Source: an optimization exercise on an open RTL-to-GDS flow (aim: small area). Production flows keep margins and buffers that such runs may drop. Where RTL was checked, it was by simulation tests only, not by an equivalence proof against the original. Power and IR drop assume default switching activity.

Design lhce_parse, start of the top module:
module lhce_parse (
    input  wire        clk,
    input  wire        rst,           
    input  wire        start,
    input  wire [3:0]  op,
    input  wire [15:0] src_addr,
    input  wire [15:0] src_len,
    input  wire [31:0] ph_src,
    input  wire [31:0] ph_dst,
    output wire        busy,
    output reg         done,
    output wire        mem_rd,
    output wire [9:0]  mem_addr,
    input  wire [31:0] mem_rdata,
    output wire [3:0]  err_code,
    output wire [3:0]  err_sub,
    output wire [31:0] r_csum,
    output wire [31:0] r_csum_field,
    output wire [31:0] r_ip_len,
    output wire [31:0] r_ip_misc,
    output wire [31:0] r_ip_src,
    output wire [31:0] r_ip_dst,
    output wire [31:0] r_ip_hdr,
    output wire [31:0] r_ip_chk,
    output wire [31:0] r_tcp_ports,
    output wire [31:0] r_tcp_seq,
    output wire [31:0] r_tcp_ack,
    output wire [31:0] r_tcp_ctl,
    output wire [31:0] r_tcp_csum,
    output wire [31:0] r_tcp_hdr,
    output wire [31:0] r_pay,
    output wire [31:0] r_out
);
Size: about 2,700 cells after synthesis, about 710 flip-flops, roughly 670 I/O pins.
==> flow/config.mk <==
export PLATFORM = sky130hd
export DESIGN_NAME = lhce_parse
export DESIGN_NICKNAME = lhce_parse
export VERILOG_FILES = /design/flow/design.v
export SDC_FILE = /design/flow/constraint.sdc
export NUM_CORES = 4
export LEC_CHECK = 0
export CAP_MARGIN = 20
export CORE_MARGIN = 2
export CORE_UTILIZATION = 40
export CTS_BUF_LIST = sky130_fd_sc_hd__clkbuf_8
export CTS_CLUSTER_DIAMETER = 60
export CTS_CLUSTER_SIZE = 20
export PLACE_DENSITY = 0.6
export SLEW_MARGIN = 20
export SYNTH_HIERARCHICAL = 1
export SYNTH_MINIMUM_KEEP_SIZE = 0
==> flow/constraint.sdc <==
create_clock -name core_clock -period 7.0 [get_ports {clk}]
set_input_delay 1.4000 -clock core_clock [delete_from_list [all_inputs] [get_ports {clk}]]
set_output_delay 1.4000 -clock core_clock [all_outputs]
set_load 0.01 [all_outputs]
standard.sh (not shown) runs the stock make flow with config.mk's settings and CLKGATE_MAP_FILE= SYNTH_SCRIPT=/design/flow/synth_recipe.tcl, a recipe that flattens the netlist after the stock synthesis.
==> flow/flow/run.sh <==
#!/bin/bash
# Standard layout (the standard.sh, standard synthesis), with the port
# buffers that global placement inserts made of sky130_fd_sc_hd__buf_1.
set -euo pipefail
export BUFFER_PORTS_ARGS="-buffer_cell sky130_fd_sc_hd__buf_1"
bash standard.sh > standard.log 2>&1
The starting point passed the timing, design-rule and antenna checks.
Change:
==> flow/flow/run.sh (replaced) <==
#!/bin/bash
# Standard layout (the standard.sh, standard synthesis), with the port
# buffers that global placement inserts made of sky130_fd_sc_hd__buf_1 and
# one tie cell per constant value.
set -euo pipefail
export BUFFER_PORTS_ARGS="-buffer_cell sky130_fd_sc_hd__buf_1"
export SKIP_REPAIR_TIE_FANOUT=1
bash standard.sh > standard.log 2>&1
- CTS_BUF_LIST: sky130_fd_sc_hd__clkbuf_8 -> default
- CTS_CLUSTER_DIAMETER: 60 -> 90
- CTS_CLUSTER_SIZE: 20 -> 30
Worst setup slack gains 0.081 ns.
Wire length came out lower by 2.0%.
Sequential power hardly moves.
First-iteration DRC count goes down by 15%.
Register-to-register slack gets better by 0.03 ns.
Cell count falls by 3.0%.
Clock skew went down by 0.0066 ns.
Total power climbs by 2.6%.
Worst hold slack got worse by 0.027 ns.
Clock-buffer cell count came out lower by 17.
Change:
- CORE_UTILIZATION: 40 -> 60
- PLACE_DENSITY: 0.6 -> 0.75
=>
- routed wire length falls by 1.1%
- fmax falls by 2.0%
- total power falls by 3.6%
- via count rises by 4.9%
- design area falls by 2.3%
- worst setup slack got worse by 0.11 ns
- synthesized area is unchanged
- utilization rises by 21 points

---

lhce_parse, a different RTL version from the one above (not shown whole).
Size in the first run: roughly 3500 cells after synthesis, ~670 I/O pins.
Settings: LEC_CHECK=0, CAP_MARGIN=20, CORE_MARGIN=2, CORE_UTILIZATION=40, CTS_CLUSTER_DIAMETER=90, CTS_CLUSTER_SIZE=30, PLACE_DENSITY=0.6, SLEW_MARGIN=20; clock period 7.0 ns.
==> flow/flow/run.sh <==
#!/bin/bash
# Standard layout (the standard.sh, standard synthesis), with the port
# buffers that global placement inserts made of sky130_fd_sc_hd__buf_1.
set -euo pipefail
export BUFFER_PORTS_ARGS="-buffer_cell sky130_fd_sc_hd__buf_1"
bash standard.sh > standard.log 2>&1
The starting point finished with timing, DRC and antenna clean.
==> next run, changes <==
Settings changed: CTS_CLUSTER_DIAMETER 90 to 80, CTS_CLUSTER_SIZE 30 to 24.
Outcome: The changed run went through all stages and came out clean. Total power goes up by 1.8%. Setup slack stays flat. Hold slack got worse by 0.0047 ns. Fmax stays flat. Wire length goes up by 0.41%. Final area goes up by 0.64%. Via count is about the same. Core utilization goes up by 0.29 points. Die area is unchanged. Combinational power hardly moves.
No run of this note included a check of the RTL's function; only the layout flow was run.

---

== v29 ==
Another version of the RTL of lhce_parse (not shown whole).
Size: ~2,300 cells after synthesis, roughly 670 I/O pins, ~27,000 um^2 of cells after synthesis.
Settings: LEC_CHECK=0, CAP_MARGIN=0, CORE_MARGIN=2, CORE_UTILIZATION=60, CTS_CLUSTER_DIAMETER=90, CTS_CLUSTER_SIZE=30, GPL_ROUTABILITY_DRIVEN=0, GPL_TIMING_DRIVEN=0, PLACE_DENSITY=0.75, SLEW_MARGIN=0, SYNTH_HIERARCHICAL=1, SYNTH_MINIMUM_KEEP_SIZE=0; clock period 7.0 ns.
==> flow/flow/run.sh <==
#!/bin/bash
# Standard layout (the standard.sh, standard synthesis), with the port
# buffers that global placement inserts made of sky130_fd_sc_hd__buf_1 and
# one tie cell per constant value.
set -euo pipefail
export BUFFER_PORTS_ARGS="-buffer_cell sky130_fd_sc_hd__buf_1"
export SKIP_REPAIR_TIE_FANOUT=1
bash standard.sh > standard.log 2>&1
v29 finished every stage and its layout cleared the timing, design-rule and antenna checks.
Relative to v29, the following input files were edited for v25:
- removing GPL_ROUTABILITY_DRIVEN (formerly 0)
- removing GPL_TIMING_DRIVEN (formerly 0)
Results
Of v25 and v29, v29 shows the higher post-layout instance count excluding filler cells, with v25 below it.
Summary of v25 over v29: sequential share of layout area saw an increase; critical path data arrival time fell 0.04 ns; worst setup slack up 0.034 ns; setup skew after layout did not really move.
u_tc.q[88] as the critical path endpoint was reported by v25, and u_ip.q[26] by v29.
Per the comparison of v25 with v29, number of cells upsized or downsized after cts now sits at about the same level, wire length of the first global-routing pass lost about 6%, leakage power summed over all cells down about 9%, utilization went down, clock buffer instance count of the final layout now sits lower.

[re-timing with driven ports]
The results above use ideal ports. As a check the final layouts listed here were re-extracted and re-timed, cells and wires unchanged.
Step 1 (the two cells are an assumption about what drives the block):
set clk [get_ports {clk}]
set_driving_cell -lib_cell sky130_fd_sc_hd__clkbuf_16 $clk
set_driving_cell -lib_cell sky130_fd_sc_hd__buf_2 [delete_from_list [all_inputs] $clk]
Step 2, shift: input delay + t, output delay - t, t = (earliest + latest rising clock arrival at the registers) / 2. This alone moves slack from input paths to output paths.
a / b / c = no drivers / after step 1 / after step 2; a / b = the first two.
run	t (ns)	setup WS [ns]	clock arrival spread, ns
the first run of note 1	0.760	1.587 / 1.525 / 1.644	0.052 / 0.052
the second run of note 1	0.650	1.668 / 1.668 / 1.668	0.045 / 0.044
the third run of note 1	0.702	1.558 / 1.558 / 1.558	0.023 / 0.022
the first run of note 2	0.665	1.601 / 1.535 / 1.821	0.039 / 0.039
the second run of note 2	0.678	1.601 / 1.531 / 1.822	0.032 / 0.032
v29	0.672	1.011 / 1.011 / 0.962	0.043 / 0.044
v25	0.673	1.045 / 1.045 / 1.045	0.041 / 0.040
After both steps setup and hold are still met in every run listed. The setup slack of v29, which loses most, moves by 0.000 ns with the drivers and by -0.049 ns with both steps.
